Source: an optimization exercise on an open RTL-to-GDS flow (aim: small area, a short achievable clock period and few clock cycles). Production flows keep margins and buffers that such runs may drop.
In this exercise RTL edits were held to simulation tests only and were not proved equivalent to the original.

File: design/flow/design.v
module dwmac_req (
    input  wire        clk,
    input  wire        rst,
    input  wire        in_v,
    input  wire        in_ph,    
    input  wire [1:0]  in_l,
    input  wire [31:0] t,
    input  wire [31:0] scale,
    input  wire [7:0]  zp,
    output wire        out_v,
    output wire [1:0]  out_l,
    output reg  [7:0]  q
);
    wire        st  = t[31];
    wire [31:0] mag = st ? (~t + 32'd1) : t;
    wire [4:0]  lz;
    dwmac_lzc32 u_lzc (.a(mag), .lz(lz));
    wire [31:0] nm  = mag << lz;
    wire        rnd = nm[7] & ((|nm[6:0]) | nm[8]);
    wire        tz     = (t == 32'd0);
    wire        ss     = scale[31];
    wire [7:0]  es     = scale[30:23];
    wire        s_max  = (es == 8'hff);
    wire        s_nan  = s_max && (scale[22:0] != 23'd0);
    wire        s_inf  = s_max && (scale[22:0] == 23'd0);
    wire        s_zero = (es == 8'h00);
    wire [26:0] bx = {2'b01, scale[22:0], 1'b0};
    wire [12:0] b_one, b_two, b_neg;
    genvar gi;
    generate
        for (gi = 0; gi < 13; gi = gi + 1) begin : be
            wire x2 = bx[2*gi+2];
            wire x1 = bx[2*gi+1];
            wire x0 = bx[2*gi];
            assign b_one[gi] = x1 ^ x0;
            assign b_two[gi] = (x2 & ~x1 & ~x0) | (~x2 & x1 & x0);
            assign b_neg[gi] = x2 & ~(x1 & x0);
        end
    endgenerate
    reg  [22:0] a1;
    reg  [23:0] rs1;                     
    reg  [6:0]  one1, two1, neg1;        
    reg         ph1;
    reg  [4:0]  lz1;
    reg  [7:0]  es1;
    reg         ps1, zero1, sat1, nan1, v1;
    reg  [1:0]  l1;
    reg  [7:0]  zp1;
    always @(posedge clk) begin
        a1    <= nm[30:8];
        rs1   <= {1'b1, scale[22:0]} & {24{rnd}};
        one1  <= in_ph ? b_one[12:6] : {1'b0, b_one[5:0]};
        two1  <= in_ph ? b_two[12:6] : {1'b0, b_two[5:0]};
        neg1  <= in_ph ? b_neg[12:6] : {1'b0, b_neg[5:0]};
        ph1   <= in_ph;
        lz1   <= lz;
        es1   <= es;
        ps1   <= st ^ ss;
        nan1  <= s_nan || (s_inf && tz);
        sat1  <= s_inf;
        zero1 <= tz || s_zero;
        l1    <= in_l;
        zp1   <= zp;
        v1    <= in_v && !rst;
    end
    wire [23:0] sa = {1'b1, a1};
    wire [8:0]  e1 = {1'b0, es1} + {4'd0, ~lz1};       
    wire [8:0]  kk = 9'd134 - e1;
    reg  [36:0] q0;
    wire [24:0] xrow = ph1 ? {~q0[36], q0[35:12]} : {1'b1, rs1};
    wire [36:0] ts, tc;
    wire [36:0] tw = ts + tc;
    dwmac_mul_tree u_mul (
        .sa  (sa),
        .x   (xrow),
        .one (one1),
        .two (two1),
        .neg (neg1),
        .s   (ts),
        .c   (tc)
    );
    reg  [47:22] p;
    reg         stk;                     
    reg  [3:0]  k2;
    reg         hugeA, hugeB, tinyA, tinyB;
    reg         ps2, zero2, sat2, nan2, v2;
    reg  [1:0]  l2;
    reg  [7:0]  zp2;
    always @(posedge clk) begin
        q0    <= tw;
        p     <= tw[35:10];
        stk   <= (|tw[9:0]) || (|q0[11:0]);
        k2    <= kk[3:0];
        hugeA <= (e1 >= 9'd135);
        hugeB <= (e1 == 9'd134);
        tinyA <= (e1 < 9'd125);
        tinyB <= (e1 == 9'd125);
        ps2   <= ps1;
        nan2  <= nan1;
        sat2  <= sat1;
        zero2 <= zero1;
        l2    <= l1;
        zp2   <= zp1;
        v2    <= v1 && ph1 && !rst;
    end
    wire        n     = p[47];
    wire        huge  = hugeA || (hugeB && n);
    wire        tiny  = tinyA || (tinyB && !n);
    wire        lsb24 = n ? p[24] : p[23];
    wire        rb24  = n ? p[23] : p[22];
    wire        stk24 = stk || (n && p[22]);
    wire        inc   = rb24 && (stk24 || lsb24);
    wire [56:0] wp    = {9'd0, p, 22'd0} >> k2;    
    wire [8:0]  ip    = wp[47:39];
    wire        hb    = wp[38];
    reg  [22:0] lm;                           
    integer     j;
    always @(*)
        for (j = 0; j < 23; j = j + 1)
            lm[j] = (j <= 13) || ({1'b0, k2} >= j - 13);
    wire        lnz   = (|(p[46:24] & lm)) || (!n && p[23]);
    wire        lall  = (&(p[46:24] | ~lm)) && (n || p[23]);
    wire        c     = inc && lall;
    wire        rbit  = c ? (hb || ip[0]) : (hb && (lnz || inc || ip[0]));
    wire signed [11:0] v = ps2 ? ($signed({4'd0, zp2}) - $signed({3'd0, ip}) - $signed({11'd0, rbit}))
                               : ($signed({4'd0, zp2}) + $signed({3'd0, ip}) + $signed({11'd0, rbit}));
    always @(*) begin
        if (nan2)
            q = 8'd0;
        else if (sat2)
            q = ps2 ? 8'd0 : 8'd255;
        else if (zero2 || tiny)
            q = zp2;
        else if (huge)
            q = ps2 ? 8'd0 : 8'd255;
        else if (v < 12'sd0)
            q = 8'd0;
        else if (v > 12'sd255)
            q = 8'd255;
        else
            q = v[7:0];
    end
    assign out_v = v2;
    assign out_l = l2;
endmodule
module dwmac_lzc32 (
    input  wire [31:0] a,
    output wire [4:0]  lz
);
    wire [15:0] z0;
    wire [15:0] c0;
    genvar i;
    generate
        for (i = 0; i < 16; i = i + 1) begin : l0
            assign z0[i] = !(a[2*i+1] | a[2*i]);
            assign c0[i] = !a[2*i+1];
        end
        for (i = 0; i < 8; i = i + 1) begin : l1
            wire [1:0] c;
            assign c = z0[2*i+1] ? {1'b1, c0[2*i]} : {1'b0, c0[2*i+1]};
        end
        for (i = 0; i < 4; i = i + 1) begin : l2
            wire [2:0] c;
            wire       zh = z0[4*i+3] & z0[4*i+2];
            assign c = zh ? {1'b1, l1[2*i].c} : {1'b0, l1[2*i+1].c};
        end
        for (i = 0; i < 2; i = i + 1) begin : l3
            wire [3:0] c;
            wire       zh = &z0[8*i+7 : 8*i+4];
            assign c = zh ? {1'b1, l2[2*i].c} : {1'b0, l2[2*i+1].c};
        end
    endgenerate
    wire zh4 = &z0[15:8];
    assign lz = zh4 ? {1'b1, l3[0].c} : {1'b0, l3[1].c};
endmodule
module dwmac_mul_tree (
    input  wire [23:0] sa,
    input  wire [24:0] x,
    input  wire [6:0]  one,
    input  wire [6:0]  two,
    input  wire [6:0]  neg,
    output wire [36:0] s,
    output wire [36:0] c
);
    wire [24:0] m0 = ({1'b0, sa} & {25{one[0]}}) | ({sa, 1'b0} & {25{two[0]}});
    wire [24:0] b0 = m0 ^ {25{neg[0]}};
    wire [24:0] m1 = ({1'b0, sa} & {25{one[1]}}) | ({sa, 1'b0} & {25{two[1]}});
    wire [24:0] b1 = m1 ^ {25{neg[1]}};
    wire [24:0] m2 = ({1'b0, sa} & {25{one[2]}}) | ({sa, 1'b0} & {25{two[2]}});
    wire [24:0] b2 = m2 ^ {25{neg[2]}};
    wire [24:0] m3 = ({1'b0, sa} & {25{one[3]}}) | ({sa, 1'b0} & {25{two[3]}});
    wire [24:0] b3 = m3 ^ {25{neg[3]}};
    wire [24:0] m4 = ({1'b0, sa} & {25{one[4]}}) | ({sa, 1'b0} & {25{two[4]}});
    wire [24:0] b4 = m4 ^ {25{neg[4]}};
    wire [24:0] m5 = ({1'b0, sa} & {25{one[5]}}) | ({sa, 1'b0} & {25{two[5]}});
    wire [24:0] b5 = m5 ^ {25{neg[5]}};
    wire [24:0] m6 = ({1'b0, sa} & {25{one[6]}}) | ({sa, 1'b0} & {25{two[6]}});
    wire [24:0] b6 = m6 ^ {25{neg[6]}};
    wire t1, t2, t3, t4, t5, t6, t7, t8, t9, t10, t11, t12, t13, t14, t15, t16, t17, t18, t19, t20, t21, t22, t23, t24, t25, t26, t27, t28, t29, t30, t31, t32, t33, t34, t35, t36, t37, t38, t39, t40, t41, t42, t43, t44, t45, t46, t47, t48, t49, t50, t51, t52, t53, t54, t55, t56, t57, t58, t59, t60, t61, t62, t63, t64, t65, t66, t67, t68, t69, t70, t71, t72, t73, t74, t75, t76, t77, t78, t79, t80, t81, t82, t83, t84, t85, t86, t87, t88, t89, t90, t91, t92, t93, t94, t95, t96, t97, t98, t99, t100, t101, t102, t103, t104, t105, t106, t107, t108, t109, t110, t111, t112, t113, t114, t115, t116, t117, t118, t119, t120, t121, t122, t123, t124, t125, t126, t127, t128, t129, t130, t131, t132, t133, t134, t135, t136, t137, t138, t139, t140, t141, t142, t143, t144, t145, t146, t147, t148, t149, t150, t151, t152, t153, t154, t155, t156, t157, t158, t159, t160, t161, t162, t163, t164, t165, t166, t167, t168, t169, t170, t171, t172, t173, t174, t175, t176, t177, t178, t179, t180, t181, t182, t183, t184, t185, t186, t187, t188, t189, t190, t191, t192, t193, t194, t195, t196, t197, t198, t199, t200, t201, t202, t203, t204, t205, t206, t207, t208, t209, t210, t211, t212, t213, t214, t215, t216, t217, t218, t219, t220, t221, t222, t223, t224, t225, t226, t227, t228, t229, t230, t231, t232, t233, t234, t235, t236, t237, t238, t239, t240, t241, t242, t243, t244, t245, t246, t247, t248, t249, t250, t251, t252, t253, t254, t255, t256, t257, t258, t259, t260, t261, t262, t263, t264, t265, t266, t267, t268, t269, t270, t271, t272, t273, t274, t275, t276, t277, t278, t279, t280, t281, t282, t283, t284, t285, t286, t287, t288, t289, t290, t291, t292, t293, t294, t295, t296, t297, t298, t299, t300, t301, t302, t303, t304, t305, t306, t307, t308, t309, t310, t311, t312, t313, t314, t315, t316, t317, t318, t319, t320, t321, t322, t323, t324, t325, t326;
    assign t1 = neg[4] ^ x[8];
    assign t2 = neg[4] & x[8];
    assign t3 = x[9] ^ b0[9];
    assign t4 = x[9] & b0[9];
    assign {t6, t5} = {1'b0, neg[5]} + {1'b0, x[10]} + {1'b0, b0[10]};
    assign t7 = b1[8] ^ b2[6];
    assign t8 = b1[8] & b2[6];
    assign {t10, t9} = {1'b0, x[11]} + {1'b0, b0[11]} + {1'b0, b1[9]};
    assign t11 = b2[7] ^ b3[5];
    assign t12 = b2[7] & b3[5];
    assign {t14, t13} = {1'b0, x[12]} + {1'b0, b0[12]} + {1'b0, b1[10]};
    assign {t16, t15} = {1'b0, b2[8]} + {1'b0, b3[6]} + {1'b0, b4[4]};
    assign {t18, t17} = {1'b0, x[13]} + {1'b0, b0[13]} + {1'b0, b1[11]};
    assign {t20, t19} = {1'b0, b2[9]} + {1'b0, b3[7]} + {1'b0, b4[5]};
    assign {t22, t21} = {1'b0, x[14]} + {1'b0, b0[14]} + {1'b0, b1[12]};
    assign {t24, t23} = {1'b0, b2[10]} + {1'b0, b3[8]} + {1'b0, b4[6]};
    assign {t26, t25} = {1'b0, x[15]} + {1'b0, b0[15]} + {1'b0, b1[13]};
    assign {t28, t27} = {1'b0, b2[11]} + {1'b0, b3[9]} + {1'b0, b4[7]};
    assign {t30, t29} = {1'b0, x[16]} + {1'b0, b0[16]} + {1'b0, b1[14]};
    assign {t32, t31} = {1'b0, b2[12]} + {1'b0, b3[10]} + {1'b0, b4[8]};
    assign {t34, t33} = {1'b0, x[17]} + {1'b0, b0[17]} + {1'b0, b1[15]};
    assign {t36, t35} = {1'b0, b2[13]} + {1'b0, b3[11]} + {1'b0, b4[9]};
    assign {t38, t37} = {1'b0, x[18]} + {1'b0, b0[18]} + {1'b0, b1[16]};
    assign {t40, t39} = {1'b0, b2[14]} + {1'b0, b3[12]} + {1'b0, b4[10]};
    assign {t42, t41} = {1'b0, x[19]} + {1'b0, b0[19]} + {1'b0, b1[17]};
    assign {t44, t43} = {1'b0, b2[15]} + {1'b0, b3[13]} + {1'b0, b4[11]};
    assign {t46, t45} = {1'b0, x[20]} + {1'b0, b0[20]} + {1'b0, b1[18]};
    assign {t48, t47} = {1'b0, b2[16]} + {1'b0, b3[14]} + {1'b0, b4[12]};
    assign {t50, t49} = {1'b0, x[21]} + {1'b0, b0[21]} + {1'b0, b1[19]};
    assign {t52, t51} = {1'b0, b2[17]} + {1'b0, b3[15]} + {1'b0, b4[13]};
    assign {t54, t53} = {1'b0, x[22]} + {1'b0, b0[22]} + {1'b0, b1[20]};
    assign {t56, t55} = {1'b0, b2[18]} + {1'b0, b3[16]} + {1'b0, b4[14]};
    assign {t58, t57} = {1'b0, x[23]} + {1'b0, b0[23]} + {1'b0, b1[21]};
    assign {t60, t59} = {1'b0, b2[19]} + {1'b0, b3[17]} + {1'b0, b4[15]};
    assign t61 = ~(x[24] ^ b0[24]);
    assign t62 = x[24] | b0[24];
    assign {t64, t63} = {1'b0, b1[22]} + {1'b0, b2[20]} + {1'b0, b3[18]};
    assign t65 = b4[16] ^ b5[14];
    assign t66 = b4[16] & b5[14];
    assign {t68, t67} = {1'b0, ~neg[0]} + {1'b0, b1[23]} + {1'b0, b2[21]};
    assign {t70, t69} = {1'b0, b3[19]} + {1'b0, b4[17]} + {1'b0, b5[15]};
    assign t71 = ~(b1[24] ^ b2[22]);
    assign t72 = b1[24] | b2[22];
    assign t73 = b3[20] ^ b4[18];
    assign t74 = b3[20] & b4[18];
    assign {t76, t75} = {1'b0, ~neg[1]} + {1'b0, b2[23]} + {1'b0, b3[21]};
    assign t77 = ~b2[24];
    assign t78 = b2[24];
    assign t79 = neg[2] ^ x[4];
    assign t80 = neg[2] & x[4];
    assign t81 = x[5] ^ b0[5];
    assign t82 = x[5] & b0[5];
    assign {t84, t83} = {1'b0, neg[3]} + {1'b0, x[6]} + {1'b0, b0[6]};
    assign t85 = b1[4] ^ b2[2];
    assign t86 = b1[4] & b2[2];
    assign {t88, t87} = {1'b0, x[7]} + {1'b0, b0[7]} + {1'b0, b1[5]};
    assign t89 = b2[3] ^ b3[1];
    assign t90 = b2[3] & b3[1];
    assign {t92, t91} = {1'b0, t1} + {1'b0, b0[8]} + {1'b0, b1[6]};
    assign {t94, t93} = {1'b0, b2[4]} + {1'b0, b3[2]} + {1'b0, b4[0]};
    assign {t96, t95} = {1'b0, t2} + {1'b0, b1[7]} + {1'b0, b2[5]};
    assign {t98, t97} = {1'b0, b3[3]} + {1'b0, b4[1]} + {1'b0, t3};
    assign {t100, t99} = {1'b0, b3[4]} + {1'b0, b4[2]} + {1'b0, b5[0]};
    assign {t102, t101} = {1'b0, t4} + {1'b0, t7} + {1'b0, t5};
    assign {t104, t103} = {1'b0, b4[3]} + {1'b0, b5[1]} + {1'b0, t8};
    assign {t106, t105} = {1'b0, t11} + {1'b0, t6} + {1'b0, t9};
    assign {t108, t107} = {1'b0, b5[2]} + {1'b0, b6[0]} + {1'b0, t12};
    assign {t110, t109} = {1'b0, t10} + {1'b0, t13} + {1'b0, t15};
    assign {t112, t111} = {1'b0, b5[3]} + {1'b0, b6[1]} + {1'b0, t14};
    assign {t114, t113} = {1'b0, t16} + {1'b0, t17} + {1'b0, t19};
    assign {t116, t115} = {1'b0, b5[4]} + {1'b0, b6[2]} + {1'b0, t18};
    assign {t118, t117} = {1'b0, t20} + {1'b0, t21} + {1'b0, t23};
    assign {t120, t119} = {1'b0, b5[5]} + {1'b0, b6[3]} + {1'b0, t22};
    assign {t122, t121} = {1'b0, t24} + {1'b0, t25} + {1'b0, t27};
    assign {t124, t123} = {1'b0, b5[6]} + {1'b0, b6[4]} + {1'b0, t26};
    assign {t126, t125} = {1'b0, t28} + {1'b0, t29} + {1'b0, t31};
    assign {t128, t127} = {1'b0, b5[7]} + {1'b0, b6[5]} + {1'b0, t30};
    assign {t130, t129} = {1'b0, t32} + {1'b0, t33} + {1'b0, t35};
    assign {t132, t131} = {1'b0, b5[8]} + {1'b0, b6[6]} + {1'b0, t34};
    assign {t134, t133} = {1'b0, t36} + {1'b0, t37} + {1'b0, t39};
    assign {t136, t135} = {1'b0, b5[9]} + {1'b0, b6[7]} + {1'b0, t38};
    assign {t138, t137} = {1'b0, t40} + {1'b0, t41} + {1'b0, t43};
    assign {t140, t139} = {1'b0, b5[10]} + {1'b0, b6[8]} + {1'b0, t42};
    assign {t142, t141} = {1'b0, t44} + {1'b0, t45} + {1'b0, t47};
    assign {t144, t143} = {1'b0, b5[11]} + {1'b0, b6[9]} + {1'b0, t46};
    assign {t146, t145} = {1'b0, t48} + {1'b0, t49} + {1'b0, t51};
    assign {t148, t147} = {1'b0, b5[12]} + {1'b0, b6[10]} + {1'b0, t50};
    assign {t150, t149} = {1'b0, t52} + {1'b0, t53} + {1'b0, t55};
    assign {t152, t151} = {1'b0, b5[13]} + {1'b0, b6[11]} + {1'b0, t54};
    assign {t154, t153} = {1'b0, t56} + {1'b0, t57} + {1'b0, t59};
    assign {t156, t155} = {1'b0, b6[12]} + {1'b0, t65} + {1'b0, t58};
    assign {t158, t157} = {1'b0, t60} + {1'b0, t61} + {1'b0, t63};
    assign {t160, t159} = {1'b0, b6[13]} + {1'b0, t66} + {1'b0, t62};
    assign {t162, t161} = {1'b0, t64} + {1'b0, t67} + {1'b0, t69};
    assign {t164, t163} = {1'b0, b5[16]} + {1'b0, b6[14]} + {1'b0, t73};
    assign {t166, t165} = {1'b0, t68} + {1'b0, t70} + {1'b0, t71};
    assign {t168, t167} = {1'b0, b4[19]} + {1'b0, b5[17]} + {1'b0, b6[15]};
    assign {t170, t169} = {1'b0, t74} + {1'b0, t72} + {1'b0, t75};
    assign {t172, t171} = {1'b0, b3[22]} + {1'b0, b4[20]} + {1'b0, b5[18]};
    assign {t174, t173} = {1'b0, b6[16]} + {1'b0, t77} + {1'b0, t76};
    assign {t176, t175} = {1'b0, ~neg[2]} + {1'b0, b3[23]} + {1'b0, b4[21]};
    assign {t178, t177} = {1'b0, b5[19]} + {1'b0, b6[17]} + {1'b0, t78};
    assign t179 = ~(b3[24] ^ b4[22]);
    assign t180 = b3[24] | b4[22];
    assign t181 = b5[20] ^ b6[18];
    assign t182 = b5[20] & b6[18];
    assign {t184, t183} = {1'b0, ~neg[3]} + {1'b0, b4[23]} + {1'b0, b5[21]};
    assign t185 = ~b4[24];
    assign t186 = b4[24];
    assign t187 = neg[1] ^ x[2];
    assign t188 = neg[1] & x[2];
    assign t189 = x[3] ^ b0[3];
    assign t190 = x[3] & b0[3];
    assign {t192, t191} = {1'b0, t79} + {1'b0, b0[4]} + {1'b0, b1[2]};
    assign {t194, t193} = {1'b0, t80} + {1'b0, b1[3]} + {1'b0, b2[1]};
    assign {t196, t195} = {1'b0, b3[0]} + {1'b0, t82} + {1'b0, t85};
    assign {t198, t197} = {1'b0, t86} + {1'b0, t89} + {1'b0, t84};
    assign {t200, t199} = {1'b0, t90} + {1'b0, t88} + {1'b0, t91};
    assign {t202, t201} = {1'b0, t92} + {1'b0, t94} + {1'b0, t95};
    assign {t204, t203} = {1'b0, t96} + {1'b0, t99} + {1'b0, t98};
    assign {t206, t205} = {1'b0, t100} + {1'b0, t103} + {1'b0, t102};
    assign {t208, t207} = {1'b0, t104} + {1'b0, t107} + {1'b0, t106};
    assign {t210, t209} = {1'b0, t108} + {1'b0, t110} + {1'b0, t111};
    assign {t212, t211} = {1'b0, t112} + {1'b0, t114} + {1'b0, t115};
    assign {t214, t213} = {1'b0, t116} + {1'b0, t118} + {1'b0, t119};
    assign {t216, t215} = {1'b0, t120} + {1'b0, t122} + {1'b0, t123};
    assign {t218, t217} = {1'b0, t124} + {1'b0, t126} + {1'b0, t127};
    assign {t220, t219} = {1'b0, t128} + {1'b0, t130} + {1'b0, t131};
    assign {t222, t221} = {1'b0, t132} + {1'b0, t134} + {1'b0, t135};
    assign {t224, t223} = {1'b0, t136} + {1'b0, t138} + {1'b0, t139};
    assign {t226, t225} = {1'b0, t140} + {1'b0, t142} + {1'b0, t143};
    assign {t228, t227} = {1'b0, t144} + {1'b0, t146} + {1'b0, t147};
    assign {t230, t229} = {1'b0, t148} + {1'b0, t150} + {1'b0, t151};
    assign {t232, t231} = {1'b0, t152} + {1'b0, t154} + {1'b0, t155};
    assign {t234, t233} = {1'b0, t156} + {1'b0, t158} + {1'b0, t159};
    assign {t236, t235} = {1'b0, t163} + {1'b0, t160} + {1'b0, t162};
    assign {t238, t237} = {1'b0, t167} + {1'b0, t164} + {1'b0, t166};
    assign {t240, t239} = {1'b0, t168} + {1'b0, t171} + {1'b0, t170};
    assign {t242, t241} = {1'b0, t172} + {1'b0, t175} + {1'b0, t177};
    assign {t244, t243} = {1'b0, t181} + {1'b0, t176} + {1'b0, t179};
    assign {t246, t245} = {1'b0, b6[19]} + {1'b0, t182} + {1'b0, t180};
    assign {t248, t247} = {1'b0, b5[22]} + {1'b0, b6[20]} + {1'b0, t185};
    assign {t250, t249} = {1'b0, ~neg[4]} + {1'b0, b5[23]} + {1'b0, b6[21]};
    assign t251 = ~b5[24];
    assign t252 = b5[24];
    assign t253 = neg[0] ^ x[0];
    assign t254 = neg[0] & x[0];
    assign t255 = x[1] ^ b0[1];
    assign t256 = x[1] & b0[1];
    assign {t258, t257} = {1'b0, t187} + {1'b0, b0[2]} + {1'b0, b1[0]};
    assign {t260, t259} = {1'b0, t188} + {1'b0, b1[1]} + {1'b0, t189};
    assign {t262, t261} = {1'b0, b2[0]} + {1'b0, t190} + {1'b0, t191};
    assign {t264, t263} = {1'b0, t81} + {1'b0, t192} + {1'b0, t193};
    assign {t266, t265} = {1'b0, t194} + {1'b0, t83} + {1'b0, t195};
    assign {t268, t267} = {1'b0, t87} + {1'b0, t196} + {1'b0, t197};
    assign {t270, t269} = {1'b0, t93} + {1'b0, t198} + {1'b0, t199};
    assign {t272, t271} = {1'b0, t97} + {1'b0, t200} + {1'b0, t201};
    assign {t274, t273} = {1'b0, t202} + {1'b0, t101} + {1'b0, t203};
    assign {t276, t275} = {1'b0, t105} + {1'b0, t204} + {1'b0, t205};
    assign {t278, t277} = {1'b0, t109} + {1'b0, t206} + {1'b0, t207};
    assign {t280, t279} = {1'b0, t113} + {1'b0, t208} + {1'b0, t209};
    assign {t282, t281} = {1'b0, t117} + {1'b0, t210} + {1'b0, t211};
    assign {t284, t283} = {1'b0, t121} + {1'b0, t212} + {1'b0, t213};
    assign {t286, t285} = {1'b0, t125} + {1'b0, t214} + {1'b0, t215};
    assign {t288, t287} = {1'b0, t129} + {1'b0, t216} + {1'b0, t217};
    assign {t290, t289} = {1'b0, t133} + {1'b0, t218} + {1'b0, t219};
    assign {t292, t291} = {1'b0, t137} + {1'b0, t220} + {1'b0, t221};
    assign {t294, t293} = {1'b0, t141} + {1'b0, t222} + {1'b0, t223};
    assign {t296, t295} = {1'b0, t145} + {1'b0, t224} + {1'b0, t225};
    assign {t298, t297} = {1'b0, t149} + {1'b0, t226} + {1'b0, t227};
    assign {t300, t299} = {1'b0, t153} + {1'b0, t228} + {1'b0, t229};
    assign {t302, t301} = {1'b0, t157} + {1'b0, t230} + {1'b0, t231};
    assign {t304, t303} = {1'b0, t161} + {1'b0, t232} + {1'b0, t233};
    assign {t306, t305} = {1'b0, t165} + {1'b0, t234} + {1'b0, t235};
    assign {t308, t307} = {1'b0, t169} + {1'b0, t236} + {1'b0, t237};
    assign {t310, t309} = {1'b0, t173} + {1'b0, t238} + {1'b0, t239};
    assign {t312, t311} = {1'b0, t174} + {1'b0, t241} + {1'b0, t240};
    assign {t314, t313} = {1'b0, t178} + {1'b0, t243} + {1'b0, t242};
    assign {t316, t315} = {1'b0, t183} + {1'b0, t244} + {1'b0, t245};
    assign {t318, t317} = {1'b0, t184} + {1'b0, t247} + {1'b0, t246};
    assign {t320, t319} = {1'b0, t186} + {1'b0, t249} + {1'b0, t248};
    assign {t322, t321} = {1'b0, b6[22]} + {1'b0, t251} + {1'b0, t250};
    assign {t324, t323} = {1'b0, ~neg[5]} + {1'b0, b6[23]} + {1'b0, t252};
    assign t325 = ~b6[24];
    assign t326 = b6[24];
    assign s = {t324, t322, t320, t318, t316, t314, t312, t310, t308, t306, t304, t302, t300, t298, t296, t294, t292, t290, t288, t286, t284, t282, t280, t278, t276, t274, t272, t270, t268, t266, t264, t262, t260, t258, t256, t254, t253};
    assign c = {t325, t323, t321, t319, t317, t315, t313, t311, t309, t307, t305, t303, t301, t299, t297, t295, t293, t291, t289, t287, t285, t283, t281, t279, t277, t275, t273, t271, t269, t267, t265, t263, t261, t259, t257, t255, b0[0]};
endmodule
module dwmac_lanes (
    input  wire          clk,
    input  wire          rst,
    input  wire          in_valid,
    output wire          in_ready,
    input  wire          in_last,
    input  wire [31:0]   in_src,      
    input  wire [31:0]   in_wt,       
    input  wire [127:0]  in_bias,     
    input  wire [127:0]  in_scale,    
    input  wire [7:0]    in_zp,       
    output reg           out_valid,
    input  wire          out_ready,
    output reg  [31:0]   out_data     
);
    localparam W = 4;
    reg         rdy;
    assign in_ready = rdy;
    reg         rst_q;
    always @(posedge clk)
        rst_q <= rst;
    wire fire = in_valid && rdy;
    reg         x_lv;        
    reg         x_wait;      
    reg         a_full;      
    reg         a_iss;       
    reg  [1:0]  lane;        
    reg         ph;          
    reg  [1:0]  npx;         
    wire x_px    = x_lv || x_wait;           
    wire a_last  = a_iss && lane == 2'd3 && ph;
    wire a_free  = !a_full || a_last;
    wire move    = x_px && a_free;
    wire hold    = x_px && !a_free;
    wire deliver = out_valid && out_ready;
    wire start   = a_full && !a_iss && (npx - {1'b0, deliver} < 2'd2);
    wire issue   = start || a_iss;
    wire a_full_n = move || (a_full && !a_last);
    wire a_iss_n  = issue && !(lane == 2'd3 && ph);
    wire [1:0] lane_n = (issue && ph) ? lane + 2'd1 : lane;
    wire ph_n     = issue ? !ph : ph;
    wire a_free_n = !a_full_n || (a_iss_n && lane_n == 2'd3 && ph_n);
    wire x_px_n   = (fire && in_last) || hold;
    always @(posedge clk) begin
        if (rst) begin
            rdy    <= 1'b1;
            x_lv   <= 1'b0;
            x_wait <= 1'b0;
            a_full <= 1'b0;
            a_iss  <= 1'b0;
            lane   <= 2'd0;
            ph     <= 1'b0;
        end else begin
            rdy    <= !(x_px_n && !a_free_n);
            x_lv   <= fire && in_last;
            x_wait <= hold;
            a_full <= a_full_n;
            a_iss  <= a_iss_n;
            lane   <= lane_n;
            ph     <= ph_n;
        end
    end
    reg  [31:0] x_src;
    reg  [31:0] x_wt;
    reg  [7:0]  x_zp;
    reg  [7:0]  a_zp;
    always @(posedge clk) begin
        x_src <= in_src & {32{fire}};
        x_wt  <= in_wt;
        if (!hold)
            x_zp <= in_zp;
        if (move)
            a_zp <= x_zp;
    end
    reg  [31:0] acc   [0:W-1];
    reg  [31:0] x_b   [0:W-1];       
    reg  [31:0] x_sc  [0:W-1];
    reg  [31:0] a_t   [0:W-1];
    reg  [31:0] a_sc  [0:W-1];
    genvar g;
    generate
        for (g = 0; g < W; g = g + 1) begin : lane_g
            wire [31:0] sum;
            dwmac_mac u_mac (
                .acc  (acc[g]),
                .src  (x_src[8*g +: 8]),
                .wt   (x_wt[8*g +: 8]),
                .bias (x_b[g] & {32{x_lv}}),
                .sum  (sum)
            );
            always @(posedge clk) begin
                if (rst_q || x_lv)
                    acc[g] <= 32'd0;
                else
                    acc[g] <= sum;
                if (!hold) begin
                    x_b[g]  <= in_bias[32*g +: 32];
                    x_sc[g] <= in_scale[32*g +: 32];
                end else if (x_lv) begin
                    x_b[g]  <= sum;
                end
                if (move) begin
                    a_t[g]  <= x_lv ? sum : x_b[g];
                    a_sc[g] <= x_sc[g];
                end
            end
        end
    endgenerate
    wire [7:0]  q;
    wire        q_v;
    wire [1:0]  q_l;
    dwmac_req u_req (
        .clk   (clk),
        .rst   (rst),
        .in_v  (issue),
        .in_ph (ph),
        .in_l  (lane),
        .t     (a_t[lane]),
        .scale (a_sc[lane]),
        .zp    (a_zp),
        .out_v (q_v),
        .out_l (q_l),
        .q     (q)
    );
    reg  [31:0] stg;
    reg         stg_full;
    wire        xfer = stg_full && (!out_valid || out_ready);
    always @(posedge clk) begin
        if (rst) begin
            npx       <= 2'd0;
            stg_full  <= 1'b0;
            out_valid <= 1'b0;
        end else begin
            npx <= npx + {1'b0, start} - {1'b0, deliver};
            if (q_v && q_l == 2'd3)
                stg_full <= 1'b1;
            else if (xfer)
                stg_full <= 1'b0;
            if (xfer)
                out_valid <= 1'b1;
            else if (out_ready)
                out_valid <= 1'b0;
        end
    end
    integer i;
    always @(posedge clk) begin
        for (i = 0; i < W; i = i + 1)
            if (q_v && q_l == i[1:0])
                stg[8*i +: 8] <= q;
        if (xfer)
            out_data <= stg;
    end
endmodule
module dwmac_mac (
    input  wire [31:0] acc,
    input  wire [7:0]  src,
    input  wire [7:0]  wt,
    input  wire [31:0] bias,
    output wire [31:0] sum
);
    wire [31:0] s, c;
    dwmac_mac_tree u_tree (.acc(acc), .src(src), .wt(wt), .bias(bias), .s(s), .c(c));
    assign sum = s + c;
endmodule
module dwmac_mac_tree (
    input  wire [31:0] acc,
    input  wire [7:0]  src,
    input  wire [7:0]  wt,
    input  wire [31:0] bias,
    output wire [31:0] s,
    output wire [31:0] c
);
    wire t1, t2, t3, t4, t5, t6, t7, t8, t9, t10, t11, t12, t13, t14, t15, t16, t17, t18, t19, t20, t21, t22, t23, t24, t25, t26, t27, t28, t29, t30, t31, t32, t33, t34, t35, t36, t37, t38, t39, t40, t41, t42, t43, t44, t45, t46, t47, t48, t49, t50, t51, t52, t53, t54, t55, t56, t57, t58, t59, t60, t61, t62, t63, t64, t65, t66, t67, t68, t69, t70, t71, t72, t73, t74, t75, t76, t77, t78, t79, t80, t81, t82, t83, t84, t85, t86, t87, t88, t89, t90, t91, t92, t93, t94, t95, t96, t97, t98, t99, t100, t101, t102, t103, t104, t105, t106, t107, t108, t109, t110, t111, t112, t113, t114, t115, t116, t117, t118, t119, t120, t121, t122, t123, t124, t125, t126, t127, t128, t129, t130, t131, t132, t133, t134, t135, t136, t137, t138, t139, t140, t141, t142, t143, t144, t145, t146, t147, t148, t149, t150, t151, t152, t153, t154, t155, t156, t157, t158, t159, t160, t161, t162, t163, t164, t165, t166, t167, t168, t169, t170, t171, t172, t173, t174, t175, t176, t177, t178, t179, t180, t181, t182, t183, t184, t185, t186, t187, t188, t189, t190, t191, t192, t193, t194, t195, t196, t197, t198, t199, t200, t201, t202, t203, t204, t205, t206, t207, t208, t209, t210;
    assign t1 = ~(acc[7] ^ (src[1] & wt[6]));
    assign t2 = acc[7] | (src[1] & wt[6]);
    assign t3 = acc[8] ^ (src[2] & wt[6]);
    assign t4 = acc[8] & (src[2] & wt[6]);
    assign t5 = acc[4] ^ (src[0] & wt[4]);
    assign t6 = acc[4] & (src[0] & wt[4]);
    assign {t8, t7} = {1'b0, acc[5]} + {1'b0, (src[0] & wt[5])} + {1'b0, (src[1] & wt[4])};
    assign t9 = (src[2] & wt[3]) ^ (src[3] & wt[2]);
    assign t10 = (src[2] & wt[3]) & (src[3] & wt[2]);
    assign {t12, t11} = {1'b0, acc[6]} + {1'b0, (src[0] & wt[6])} + {1'b0, (src[1] & wt[5])};
    assign {t14, t13} = {1'b0, (src[2] & wt[4])} + {1'b0, (src[3] & wt[3])} + {1'b0, (src[4] & wt[2])};
    assign t15 = (src[5] & wt[1]) ^ (src[6] & wt[0]);
    assign t16 = (src[5] & wt[1]) & (src[6] & wt[0]);
    assign {t18, t17} = {1'b0, (src[2] & wt[5])} + {1'b0, (src[3] & wt[4])} + {1'b0, (src[4] & wt[3])};
    assign {t20, t19} = {1'b0, (src[5] & wt[2])} + {1'b0, (src[6] & wt[1])} + {1'b0, (src[7] & wt[0])};
    assign {t22, t21} = {1'b0, ~(src[0] & wt[7])} + {1'b0, t1} + {1'b0, bias[7]};
    assign {t24, t23} = {1'b0, (src[3] & wt[5])} + {1'b0, (src[4] & wt[4])} + {1'b0, (src[5] & wt[3])};
    assign {t26, t25} = {1'b0, (src[6] & wt[2])} + {1'b0, (src[7] & wt[1])} + {1'b0, ~(src[1] & wt[7])};
    assign {t28, t27} = {1'b0, t3} + {1'b0, t2} + {1'b0, bias[8]};
    assign {t30, t29} = {1'b0, acc[9]} + {1'b0, (src[3] & wt[6])} + {1'b0, (src[4] & wt[5])};
    assign {t32, t31} = {1'b0, (src[5] & wt[4])} + {1'b0, (src[6] & wt[3])} + {1'b0, (src[7] & wt[2])};
    assign {t34, t33} = {1'b0, ~(src[2] & wt[7])} + {1'b0, t4} + {1'b0, bias[9]};
    assign {t36, t35} = {1'b0, acc[10]} + {1'b0, (src[4] & wt[6])} + {1'b0, (src[5] & wt[5])};
    assign {t38, t37} = {1'b0, (src[6] & wt[4])} + {1'b0, (src[7] & wt[3])} + {1'b0, ~(src[3] & wt[7])};
    assign {t40, t39} = {1'b0, acc[11]} + {1'b0, (src[5] & wt[6])} + {1'b0, (src[6] & wt[5])};
    assign t41 = acc[2] ^ (src[0] & wt[2]);
    assign t42 = acc[2] & (src[0] & wt[2]);
    assign {t44, t43} = {1'b0, acc[3]} + {1'b0, (src[0] & wt[3])} + {1'b0, (src[1] & wt[2])};
    assign t45 = (src[2] & wt[1]) ^ (src[3] & wt[0]);
    assign t46 = (src[2] & wt[1]) & (src[3] & wt[0]);
    assign {t48, t47} = {1'b0, (src[1] & wt[3])} + {1'b0, (src[2] & wt[2])} + {1'b0, (src[3] & wt[1])};
    assign {t50, t49} = {1'b0, (src[4] & wt[0])} + {1'b0, t5} + {1'b0, bias[4]};
    assign {t52, t51} = {1'b0, (src[4] & wt[1])} + {1'b0, (src[5] & wt[0])} + {1'b0, t6};
    assign {t54, t53} = {1'b0, t9} + {1'b0, t7} + {1'b0, bias[5]};
    assign {t56, t55} = {1'b0, t10} + {1'b0, t15} + {1'b0, t8};
    assign {t58, t57} = {1'b0, t11} + {1'b0, t13} + {1'b0, bias[6]};
    assign {t60, t59} = {1'b0, t16} + {1'b0, t12} + {1'b0, t14};
    assign {t62, t61} = {1'b0, t17} + {1'b0, t19} + {1'b0, t21};
    assign {t64, t63} = {1'b0, t18} + {1'b0, t20} + {1'b0, t23};
    assign {t66, t65} = {1'b0, t25} + {1'b0, t22} + {1'b0, t27};
    assign {t68, t67} = {1'b0, t24} + {1'b0, t26} + {1'b0, t29};
    assign {t70, t69} = {1'b0, t31} + {1'b0, t28} + {1'b0, t33};
    assign {t72, t71} = {1'b0, t30} + {1'b0, t32} + {1'b0, t35};
    assign {t74, t73} = {1'b0, t37} + {1'b0, bias[10]} + {1'b0, t34};
    assign {t76, t75} = {1'b0, (src[7] & wt[4])} + {1'b0, ~(src[4] & wt[7])} + {1'b0, t36};
    assign {t78, t77} = {1'b0, t38} + {1'b0, t39} + {1'b0, bias[11]};
    assign {t80, t79} = {1'b0, acc[12]} + {1'b0, (src[6] & wt[6])} + {1'b0, (src[7] & wt[5])};
    assign {t82, t81} = {1'b0, ~(src[5] & wt[7])} + {1'b0, t40} + {1'b0, bias[12]};
    assign {t84, t83} = {1'b0, acc[13]} + {1'b0, (src[7] & wt[6])} + {1'b0, ~(src[6] & wt[7])};
    assign t85 = acc[1] ^ (src[0] & wt[1]);
    assign t86 = acc[1] & (src[0] & wt[1]);
    assign {t88, t87} = {1'b0, (src[1] & wt[1])} + {1'b0, (src[2] & wt[0])} + {1'b0, t41};
    assign {t90, t89} = {1'b0, t42} + {1'b0, t45} + {1'b0, t43};
    assign {t92, t91} = {1'b0, t46} + {1'b0, t44} + {1'b0, t47};
    assign {t94, t93} = {1'b0, t48} + {1'b0, t51} + {1'b0, t50};
    assign {t96, t95} = {1'b0, t52} + {1'b0, t55} + {1'b0, t54};
    assign {t98, t97} = {1'b0, t56} + {1'b0, t59} + {1'b0, t58};
    assign {t100, t99} = {1'b0, t60} + {1'b0, t63} + {1'b0, t62};
    assign {t102, t101} = {1'b0, t64} + {1'b0, t67} + {1'b0, t66};
    assign {t104, t103} = {1'b0, t68} + {1'b0, t71} + {1'b0, t70};
    assign {t106, t105} = {1'b0, t72} + {1'b0, t75} + {1'b0, t77};
    assign {t108, t107} = {1'b0, t79} + {1'b0, t76} + {1'b0, t78};
    assign {t110, t109} = {1'b0, t80} + {1'b0, t83} + {1'b0, bias[13]};
    assign {t112, t111} = {1'b0, acc[14]} + {1'b0, ~(src[7] & wt[7])} + {1'b0, t84};
    assign t113 = ~acc[15];
    assign t114 = acc[15];
    assign t115 = ~acc[16];
    assign t116 = acc[16];
    assign t117 = ~acc[17];
    assign t118 = acc[17];
    assign t119 = ~acc[18];
    assign t120 = acc[18];
    assign t121 = ~acc[19];
    assign t122 = acc[19];
    assign t123 = ~acc[20];
    assign t124 = acc[20];
    assign t125 = ~acc[21];
    assign t126 = acc[21];
    assign t127 = ~acc[22];
    assign t128 = acc[22];
    assign t129 = ~acc[23];
    assign t130 = acc[23];
    assign t131 = ~acc[24];
    assign t132 = acc[24];
    assign t133 = ~acc[25];
    assign t134 = acc[25];
    assign t135 = ~acc[26];
    assign t136 = acc[26];
    assign t137 = ~acc[27];
    assign t138 = acc[27];
    assign t139 = ~acc[28];
    assign t140 = acc[28];
    assign t141 = ~acc[29];
    assign t142 = acc[29];
    assign t143 = ~acc[30];
    assign t144 = acc[30];
    assign t145 = ~acc[31];
    assign t146 = acc[31];
    assign t147 = acc[0] ^ (src[0] & wt[0]);
    assign t148 = acc[0] & (src[0] & wt[0]);
    assign {t150, t149} = {1'b0, (src[1] & wt[0])} + {1'b0, t85} + {1'b0, bias[1]};
    assign {t152, t151} = {1'b0, t86} + {1'b0, t87} + {1'b0, bias[2]};
    assign {t154, t153} = {1'b0, t88} + {1'b0, bias[3]} + {1'b0, t89};
    assign {t156, t155} = {1'b0, t90} + {1'b0, t91} + {1'b0, t49};
    assign {t158, t157} = {1'b0, t92} + {1'b0, t53} + {1'b0, t93};
    assign {t160, t159} = {1'b0, t57} + {1'b0, t94} + {1'b0, t95};
    assign {t162, t161} = {1'b0, t96} + {1'b0, t97} + {1'b0, t61};
    assign {t164, t163} = {1'b0, t98} + {1'b0, t65} + {1'b0, t99};
    assign {t166, t165} = {1'b0, t69} + {1'b0, t100} + {1'b0, t101};
    assign {t168, t167} = {1'b0, t73} + {1'b0, t102} + {1'b0, t103};
    assign {t170, t169} = {1'b0, t74} + {1'b0, t105} + {1'b0, t104};
    assign {t172, t171} = {1'b0, t81} + {1'b0, t106} + {1'b0, t107};
    assign {t174, t173} = {1'b0, t82} + {1'b0, t109} + {1'b0, t108};
    assign {t176, t175} = {1'b0, bias[14]} + {1'b0, t111} + {1'b0, t110};
    assign {t178, t177} = {1'b0, t113} + {1'b0, t112} + {1'b0, bias[15]};
    assign {t180, t179} = {1'b0, t114} + {1'b0, t115} + {1'b0, bias[16]};
    assign {t182, t181} = {1'b0, t116} + {1'b0, t117} + {1'b0, bias[17]};
    assign {t184, t183} = {1'b0, t118} + {1'b0, t119} + {1'b0, bias[18]};
    assign {t186, t185} = {1'b0, t120} + {1'b0, t121} + {1'b0, bias[19]};
    assign {t188, t187} = {1'b0, t122} + {1'b0, t123} + {1'b0, bias[20]};
    assign {t190, t189} = {1'b0, t124} + {1'b0, t125} + {1'b0, bias[21]};
    assign {t192, t191} = {1'b0, t126} + {1'b0, t127} + {1'b0, bias[22]};
    assign {t194, t193} = {1'b0, t128} + {1'b0, t129} + {1'b0, bias[23]};
    assign {t196, t195} = {1'b0, t130} + {1'b0, t131} + {1'b0, bias[24]};
    assign {t198, t197} = {1'b0, t132} + {1'b0, t133} + {1'b0, bias[25]};
    assign {t200, t199} = {1'b0, t134} + {1'b0, t135} + {1'b0, bias[26]};
    assign {t202, t201} = {1'b0, t136} + {1'b0, t137} + {1'b0, bias[27]};
    assign {t204, t203} = {1'b0, t138} + {1'b0, t139} + {1'b0, bias[28]};
    assign {t206, t205} = {1'b0, t140} + {1'b0, t141} + {1'b0, bias[29]};
    assign {t208, t207} = {1'b0, t142} + {1'b0, t143} + {1'b0, bias[30]};
    assign {t210, t209} = {1'b0, t144} + {1'b0, t145} + {1'b0, bias[31]};
    assign s = {t208, t206, t204, t202, t200, t198, t196, t194, t192, t190, t188, t186, t184, t182, t180, t178, t176, t174, t172, t170, t168, t166, t164, t162, t160, t158, t156, t154, t152, t150, t148, t147};
    assign c = {t209, t207, t205, t203, t201, t199, t197, t195, t193, t191, t189, t187, t185, t183, t181, t179, t177, t175, t173, t171, t169, t167, t165, t163, t161, t159, t157, t155, t153, t151, t149, bias[0]};
endmodule
File: design/flow/standard.sh
#!/bin/bash
# synth_recipe.tcl (not shown) runs the flow's synth.tcl, then flattens the netlist and writes it again
# the make line also repeats each setting of config.mk as NAME=value (left out here)
make -C /OpenROAD-flow-scripts/flow DESIGN_CONFIG=/design/flow/config.mk WORK_HOME=/design/flow/orfs CLKGATE_MAP_FILE= SYNTH_SCRIPT=/design/flow/synth_recipe.tcl "${@:-finish}"
File: design/flow/config.mk
export PLATFORM = sky130hd
export DESIGN_NAME = dwmac_lanes
export DESIGN_NICKNAME = dwmac_lanes
export VERILOG_FILES = /design/flow/design.v
export SDC_FILE = /design/flow/constraint.sdc
export NUM_CORES = 4
export LEC_CHECK = 0
export ABC_AREA = 1
export CAP_MARGIN = 20
export CORE_MARGIN = 2
export CORE_UTILIZATION = 40
export SLEW_MARGIN = 20
File: design/flow/constraint.sdc
create_clock -name core_clock -period 27.0 [get_ports {clk}]
set_input_delay 5.4000 -clock core_clock [delete_from_list [all_inputs] [get_ports {clk}]]
set_output_delay 5.4000 -clock core_clock [all_outputs]
set_load 0.01 [all_outputs]
File: design/flow/flow/run.sh
#!/bin/bash
# The standard layout (the standard.sh: standard synthesis, floorplan,
# placement, CTS, routing), with one change: the buffer that ORFS puts on
# every input and output port is a buf_2 cell instead of the cell that
# buffer_ports picks by itself (a clkdlybuf4s50_1 delay buffer, which is
# larger and slower). Every port still gets its buffer.
set -o pipefail
export BUFFER_PORTS_ARGS="-buffer_cell sky130_fd_sc_hd__buf_2"
bash standard.sh 2>&1 | tee standard.log
==> key figures, run 1 <==
Critical path
  • Worst-path maximum fanout: 2
  • Setup crit end kind: primary output
  • CP cell instances: buf_2
  • Crit path arrival time: 1.53 ns
  • Slowest-stage cell, CP: dfxtp_1
  • Reg-to-reg critical path startpoint: lane[0]$_SDFF_PP0_
  • R2r setup slk: 20.40 ns
  • CP Data Required Time: 21.60 ns
  • Crit path largest cell delay: 0.56 ns
  • Worst Reg2Reg Path Length in Cells: 26
  • CP top delay family: flip-flops
  • Crit Path Class: reg -> out
  • Critical path buffer and inverter count: 1
  • Critical Path Source Type: flip-flop
  • R2R Path End: u_req.rs1[0]$_DFF_P_

Yosys
  • Syn_nets: 8054
  • Synthesized area per cell: 8.676 µm²
  • Synth async-reset ratio: 0%
  • Synth top cells by count: nand2_1 (1813), inv_1 (1174), dfxtp_1 (488)
  • Top_reg_cell synth: dfxtp_1
  • Simple-gate portion of the synthesized area: 16.93%
  • Multiplexer share of the synthesized area: 0.1978%
  • Synthesized area: 0.06072 mm²
  • Synth unique cells: 64
  • Synth area leaders: edfxtp_1 (23%), dfxtp_1 (16%), fa_1 (15%)
  • Synth Area in Adders: 20.59%
  • Fraction of the yosys area taken by sequential cells: 39.04%
  • Cell taking the most area after synthesis: edfxtp_1
  • Flops & latches, synth: 952
  • Largest family of logic cells by synthesized area: adder cells
  • Count leader, synth: nand2_1
  • Post-synthesis compound-gate area fraction: 8.806%
  • Gate Count Post-Synth: 6998
  • Xor-xnor portion of the synthesized cell area: 5.032%
  • Top cell type's share of synthesized area: 22.95%
  • Yosys warns: 12
  • EDFF count, synth: 464

Route
  • Routed vias/inst: 4.946
  • Post-Route WL: 169500 µm
  • Final ANT Viol Nets: 0
  • DRC: 0
  • Highest routed layer: met5
  • Average wire per standard cell: 18.17 µm
  • WL met3: 8457 µm
  • Total number of vias: 46150
  • Iter 0 DRT Violations: 3313
  • Drt first pass iters: 6
  • Wire length on met2: 82240 µm
  • Met1 Wirelength: 72800 µm

Run status
  • Outcome: timing/DRC/antenna clean

Timing
  • Pins Over Slew Limit: 0
  • TNS Setup: 0 ns
  • Slew margin rel.: 29.70%
  • Worst clock skew: 0.05975 ns
  • Slew @ Worst Pin: 1.052 ns
  • Final Hold Vio Count: 0
  • RSZ-0062 raised after global routing: false
  • Fin crit share: 25.68%
  • Crit path time final: 6.935 ns
  • Final setup viols: 0
  • Fmax: 0.1442 GHz

Final layout
  • Final core area utilization: 45.18%
  • Fillcell total: 14730
  • Fraction of layout cells with a size suffix above 1: 9.669%
  • Finished Cell Area: 0.06790 mm²
  • Area grow syn2layout: 11.84%
  • Layout net count: 8275

Flow run
  • # Max-Cap Violations: 0

Clock tree
  • PostCTS Resize Cnt: 0
  • Num CTS Buffers: 106
  • Root Driver: clkbuf_16
  • Clock Tree Buf Depth: 3
  • CTS tree: built
  • CTS H-Tree Depth: 3
  • TritonCTS Sinks: 952
  • Hold-fix buffers, CTS: 0
  • Register clock-pin slew on the reported worst setup and hold paths: 0.06 ns
  • Postcts setup bufs: 0
  • Clock Latency Late Sink: 0.77 ns

Die
  • Die Span X: 393.6 µm
  • Die height: 393.6 µm
  • Ports: 367
  • Starting Density: 40.39%
  • DIE AREA: 0.1549 mm²
  • Row count: 142
  • Core footprint: 0.1503 mm²

Worst hold path
  • WHS Endpoint: u_req.zp2[4]$_DFF_P_
  • Worst min-delay path class: reg -> reg
  • Hold Path Depth: 0
  • Hold path startpoint: u_req.zp1[4]$_DFF_P_

Global routing
  • Largest net degree at the start of global routing: 180
  • Vias in the first global route: 46140
  • First-pass GRT wire length: 264100 µm
  • Initial antenna violation count: 6
  • Gr usage total: 21.77%
  • GR Overflow Total: 0

Placed design
  • Final Wtd Congestion: 0.9370
  • Hpwl dp: 128800 µm
  • PortBufs: 366
  • DP Area: 0.06421 mm²
[layout make-up]
class	count	area, µm²	share of cell area [%]
Antenna cell	2	5.005	0.007370
Inverter	1197	4508	6.639
Clock buffer	126	2810	4.138
Multi-Input combinational cell	4560	31350	46.16
Timing Repair Buffer	402	2127	3.132
Clock inverter	75	879.6	1.295
Sequential cell	952	23710	34.91
Tap cell	2016	2522	3.715
[metal layers]
metal  up-vias  global-route usage, %
met5         -                      0
met4         2                  7.663
met3       290                  2.641
met2      1243                  37.27
met1     22210                  28.35
li1      22400                      -
[worst register-to-register path: stages, from the launching register on]
cell,delay (ns)
dfxtp_1,0.44
inv_1,0.10
ha_1,0.36
inv_4,0.53
buf_4,0.72
nand2_1,0.22
o21ai_2,0.53
inv_2,0.50
nand2_1,0.28
nand2_1,0.07
nand2_1,0.06
nand2_1,0.10
nor2_1,0.14
inv_1,0.06
nor2_1,0.18
o21ai_0,0.17
nor3_1,0.21
nor2_2,0.04
buf_4,0.23
inv_2,0.43
nand3_1,0.18
nand3_1,0.13
nand2_1,0.08
nor2_1,0.12
nand2_1,0.12
nand2_4,0.34
nor2_1,0.13
[registers in the layout, indices dropped and copies added, names as in the netlist, 12 cells and up]
name and flops:
x_src 32, u_req.rs1 24, a_t 128, u_req.q0 12, stg 32, out_data 32
x_b 128, u_req.a1 23, acc 128, u_req.p 25, x_sc 128, x_wt 32
a_sc 128
[through the flow]
| stage | setup WS (ns) | hold WS, ns | std cells |
|---|---|---|---|
| 6_report | 20.07 | 0.3259 | 9330 |
| 5_1_grt | 19.72 | 0.3299 | 9330 |
| 4_1_cts | 20.03 | 0.3271 | 9328 |
| 3_5_place_dp | 19.99 | 0.3121 | 9127 |
| 3_3_place_gp | 19.94 | 0.3107 | 9127 |
| 2_1_floorplan | 13.89 | 0.3096 | 6998 |
[placed cells by master, fill, tap and decap left out, drive strengths merged, types with 145 or more instances in the layout]
cell type	netlist	routed
nand3	145	145
inv	1193	1201
ha	263	263
dfxtp	488	488
nor2	487	487
edfxtp	464	464
o22ai	172	172
xor2	239	239
fa	460	460
o21ai	335	335
nand2	1833	1833
a21oi	222	222
buf	67	402
[kinds of logic (layout without fill, tap and decap cells)]
group / count (synthesis) / after routing
DFF: 952 / 952
buffers and inverters: 1486 / 1800
adders and majority gates: 723 / 723
muxes: 12 / 12
other: 0 / 2
AOI/OAI and AO/OA: 912 / 912
and+or+nand+nor: 2565 / 2565
xor gates and xnor gates: 348 / 348
[worst max-delay path by stage]
stage	slack [ns]	cells after the start	start	to
after CTS	20.03	1	rdy$_SDFF_PP1_	in_ready
after detailed placement	19.99	10	out_ready	npx[1]$_SDFF_PP0_
final	20.07	1	rdy$_SDFF_PP1_	in_ready
after floorplan	13.89	7	lane[0]$_SDFF_PP0_	a_sc[0][0]$_DFFE_PP_
after global routing	19.72	26	lane[0]$_SDFF_PP0_	u_req.rs1[0]$_DFF_P_
after global placement	19.94	10	out_ready	npx[1]$_SDFF_PP0_
Testbench counts, summed over its fixed seeds: cycles 34,079.
==> inputs of run 2 (changes only) <==
--- a/design/flow/design.v
+++ b/design/flow/design.v
@@ -478,3 +478,3 @@
             always @(posedge clk) begin
-                if (rst_q || x_lv)
+                if (rst_q || move)
                     acc[g] <= 32'd0;
@@ -485,7 +485,5 @@
                     x_sc[g] <= in_scale[32*g +: 32];
-                end else if (x_lv) begin
-                    x_b[g]  <= sum;
                 end
                 if (move) begin
-                    a_t[g]  <= x_lv ? sum : x_b[g];
+                    a_t[g]  <= sum;
                     a_sc[g] <= x_sc[g];
==> run 2 against run 1 <==
  * Still clean on timing, DRC and antenna
  * Count of clock-buffer cells in the layout increased by 15
  * Die area decreased by 1.9%
  * Flip-flop and latch count unchanged
  * Sequential share of layout area increased by 2.7 points
  * Synthesized cell count decreased by 9.7%
  * Final cell count decreased by 7.8%
==> key figures, run 2 <==
Timing
  • Pins Over Slew Limit: 0 (unchanged)
  • RSZ-0062 raised after global routing: false (unchanged)
  • Fmax: 0.1455 GHz (was 0.1442 GHz)
  • TNS Setup: 0 ns (unchanged)
  • Worst clock skew: 0.02566 ns (was 0.05975 ns)
  • Fin crit share: 25.45% (was 25.68%)
  • Slew @ Worst Pin: 1.068 ns (was 1.052 ns)
  • Slew margin rel.: 28.81% (was 29.70%)
  • Final setup viols: 0 (unchanged)
  • Final Hold Vio Count: 0 (unchanged)
  • Crit path time final: 6.872 ns (was 6.935 ns)

Critical path
  • Setup crit end kind: primary output (unchanged)
  • CP cell instances: buf_2 (unchanged)
  • Critical path buffer and inverter count: 1 (unchanged)
  • R2r setup slk: 20.22 ns (was 20.40 ns)
  • Critical Path Source Type: flip-flop (unchanged)
  • Slowest-stage cell, CP: dfxtp_1 (unchanged)
  • CP Data Required Time: 21.60 ns (about the same)
  • Reg-to-reg critical path startpoint: lane[0]$_SDFF_PP0_ (unchanged)
  • Worst Reg2Reg Path Length in Cells: 34 (was 26)
  • R2R Path End: u_req.rs1[1]$_DFF_P_ (was u_req.rs1[0]$_DFF_P_)
  • Crit path arrival time: 1.47 ns (was 1.53 ns)
  • Critical Path Sink: in_ready (unchanged)
  • Worst-path maximum fanout: 2 (unchanged)
  • Crit path largest cell delay: 0.55 ns (was 0.56 ns)
  • WP depth: 1 (unchanged)
  • CP top delay family: flip-flops (unchanged)
  • CP startpoint: rdy$_SDFF_PP1_ (unchanged)
  • Crit Path Class: reg -> out (unchanged)

Placed design
  • DP Area: 0.06309 mm² (was 0.06421 mm²)
  • PortBufs: 366 (unchanged)
  • Final Wtd Congestion: 0.9259 (was 0.9370)
  • Hpwl dp: 119200 µm (was 128800 µm)

Yosys
  • EDFF count, synth: 592 (was 464)
  • Gate Count Post-Synth: 6316 (was 6998)
  • Synth async-reset ratio: 0% (unchanged)
  • Cell taking the most area after synthesis: edfxtp_1 (unchanged)
  • Synthesized area per cell: 9.432 µm² (was 8.676 µm²)
  • Synthesized area: 0.05957 mm² (was 0.06072 mm²)
  • Synth top cells by count: inv_1 (1295), nand2_1 (1233), edfxtp_1 (592) (was nand2_1 (1813), inv_1 (1174), dfxtp_1 (488))
  • Flops & latches, synth: 952 (unchanged)
  • Yosys warns: 12 (unchanged)
  • Synth area leaders: edfxtp_1 (30%), fa_1 (15%), dfxtp_1 (12%) (was edfxtp_1 (23%), dfxtp_1 (16%), fa_1 (15%))
  • Synth unique cells: 70 (was 64)
  • Top_reg_cell synth: edfxtp_1 (was dfxtp_1)
  • Top cell type's share of synthesized area: 29.84% (was 22.95%)
  • Count leader, synth: inv_1 (was nand2_1)
  • Syn_nets: 7372 (was 8054)
  • Fraction of the yosys area taken by sequential cells: 41.94% (was 39.04%)

Route
  • Final ANT Viol Nets: 0 (unchanged)
  • Total number of vias: 41990 (was 46150)
  • Post-Route WL: 154200 µm (was 169500 µm)
  • Routed vias/inst: 4.881 (was 4.946)
  • Drt first pass iters: 6 (unchanged)
  • DRC: 0 (unchanged)
  • Iter 0 DRT Violations: 2960 (was 3313)
  • Average wire per standard cell: 17.92 µm (was 18.17 µm)

Clock tree
  • TritonCTS Sinks: 952 (unchanged)
  • Clock Tree Buf Depth: 3 (unchanged)
  • Postcts setup bufs: 0 (unchanged)
  • PostCTS Resize Cnt: 0 (unchanged)
  • Root Driver: clkbuf_16 (unchanged)
  • CTS tree: built (unchanged)
  • Num CTS Buffers: 101 (was 106)
  • Hold-fix buffers, CTS: 0 (unchanged)
  • CTS H-Tree Depth: 3 (unchanged)
  • Clock Latency Late Sink: 0.71 ns (was 0.77 ns)
  • Register clock-pin slew on the reported worst setup and hold paths: 0.06 ns (about the same)

Die
  • Core footprint: 0.1478 mm² (was 0.1503 mm²)
  • Die Span X: 389.9 µm (was 393.6 µm)
  • Starting Density: 40.29% (was 40.39%)
  • Die height: 389.9 µm (was 393.6 µm)
  • Row count: 141 (was 142)
  • Ports: 367 (unchanged)
  • DIE AREA: 0.1520 mm² (was 0.1549 mm²)

Final layout
  • Layout net count: 7643 (was 8275)
  • Multi-input gate area: 0.02862 mm² (was 0.03135 mm²)
  • Fraction of layout cells with a size suffix above 1: 10.52% (was 9.669%)
  • Area grow syn2layout: 11.61% (was 11.84%)
  • Commonest non-fill, non-tap cell in the layout: inv_1 (was nand2_1)
  • Fillcell total: 14230 (was 14730)
  • Reg area: 0.02499 mm² (was 0.02371 mm²)
  • Finished Cell Area: 0.06649 mm² (was 0.06790 mm²)
  • Most frequent cells in the layout: inv_1 (1295), nand2_1 (1232), edfxtp_1 (592), fa_1 (460), nor2_1 (378) (was nand2_1 (1812), inv_1 (1173), dfxtp_1 (487), edfxtp_1 (464), fa_1 (460))

Worst hold path
  • Worst min-delay path class: reg -> reg (unchanged)

Flow run
  • # Max-Cap Violations: 0 (unchanged)

Global routing
  • Initial antenna violation count: 5 (was 6)
  • Largest net degree at the start of global routing: 85 (was 180)
  • Gr usage total: 20.35% (was 21.77%)
  • Vias in the first global route: 43080 (was 46140)
  • GR Overflow Total: 0 (unchanged)
  • First-pass GRT wire length: 241600 µm (was 264100 µm)

Run status
  • Outcome: timing/DRC/antenna clean (unchanged)
-- run 2: worst min path at each step --
stage | start | end | slack (ns) | cells after the start
finish | u_req.zp1[6]$_DFF_P_ | u_req.zp2[6]$_DFF_P_ | 0.33 | 0
global route | u_req.zp1[0]$_DFF_P_ | u_req.zp2[0]$_DFF_P_ | 0.33 | 0
CTS | u_req.zp1[6]$_DFF_P_ | u_req.zp2[6]$_DFF_P_ | 0.33 | 0
detailed placement | u_req.zp1[6]$_DFF_P_ | u_req.zp2[6]$_DFF_P_ | 0.31 | 0
global placement | u_req.zp1[6]$_DFF_P_ | u_req.zp2[6]$_DFF_P_ | 0.31 | 0
floorplan | u_req.l1[0]$_DFF_P_ | u_req.l2[0]$_DFF_P_ | 0.31 | 0
-- run 2: per-layer routing --
layer / GRT usage (%) / wire [µm] / vias up
li1: - / - / 20410
met1: 27.46 / 68940 / 20340
met2: 34.55 / 74290 / 1039
met3: 2.453 / 7111 / 197
met4: 5.567 / 3838 / 2
met5: 0 / 10 / -
-- run 2: cells by family after synthesis --
| logic type | count (synthesis) | synth area share (%) |
|---|---|---|
| xor gates and xnor gates | 345 | 5.072 |
| DFF | 952 | 41.94 |
| AOI/OAI and AO/OA | 817 | 8.357 |
| and+or+nand+nor | 1914 | 13.40 |
| buffers and inverters | 1558 | 10.13 |
| adders and majority gates | 723 | 20.98 |
| muxes | 7 | 0.1176 |
-- run 2: per-stage QoR --
| stage | util [%] | hold WS, ns | setup slack, ns | std cells |
|---|---|---|---|---|
| floorplan | - | 0.3096 | 6.768 | 6316 |
| global placement | 42.68 | 0.3114 | 19.97 | 8411 |
| detailed placement | 42.68 | 0.3121 | 20.01 | 8411 |
| CTS | 44.92 | 0.3263 | 20.07 | 8599 |
| global route | 44.97 | 0.3338 | 19.40 | 8603 |
| finish | 44.97 | 0.3254 | 20.13 | 8604 |
-- run 2: layout make-up --
| cell class | count | share of cell area [%] |
|---|---|---|
| flip-flops and latches | 952 | 37.58 |
| inverters | 1319 | 7.450 |
| well taps | 1930 | 3.632 |
| multi-input cells | 3806 | 43.04 |
| repair buffers | 407 | 3.308 |
| diodes | 2 | 0.007527 |
| clock buffers | 141 | 4.187 |
| clock inverters | 47 | 0.7904 |
Testbench counts of run 2, summed over its fixed seeds: cycles 34,079.

[separate check: timing with driven ports]
How much do the figures lean on ideal ports? The routed layouts below were timed once more, with nothing changed but the port constraints. Step 1, drivers: a clkbuf_16 drives clk and a buf_2 each remaining input, both assumed. Step 2 times the ports against the registers' clock, not the clock port: input delays grow and output delays shrink by t, the midpoint of the rising clock arrivals with the driver on. Slacks: no drivers / after step 1 / after step 2; pairs: no drivers / after step 1.
run | t, ns | slack for setup (ns) | worst register clock-pin slew, ns | worst data-port slew with drivers (ns)
run 1 | 0.821 | 20.065 / 19.981 / 19.914 | 0.07 / 0.07 | 0.14
run 2 | 0.775 | 20.128 / 20.047 / 19.944 | 0.07 / 0.07 | 0.18
After both steps every run listed still meets setup and hold. The setup slack of run 2, which loses most, moves by -0.081 ns with the drivers and by -0.184 ns with both steps.
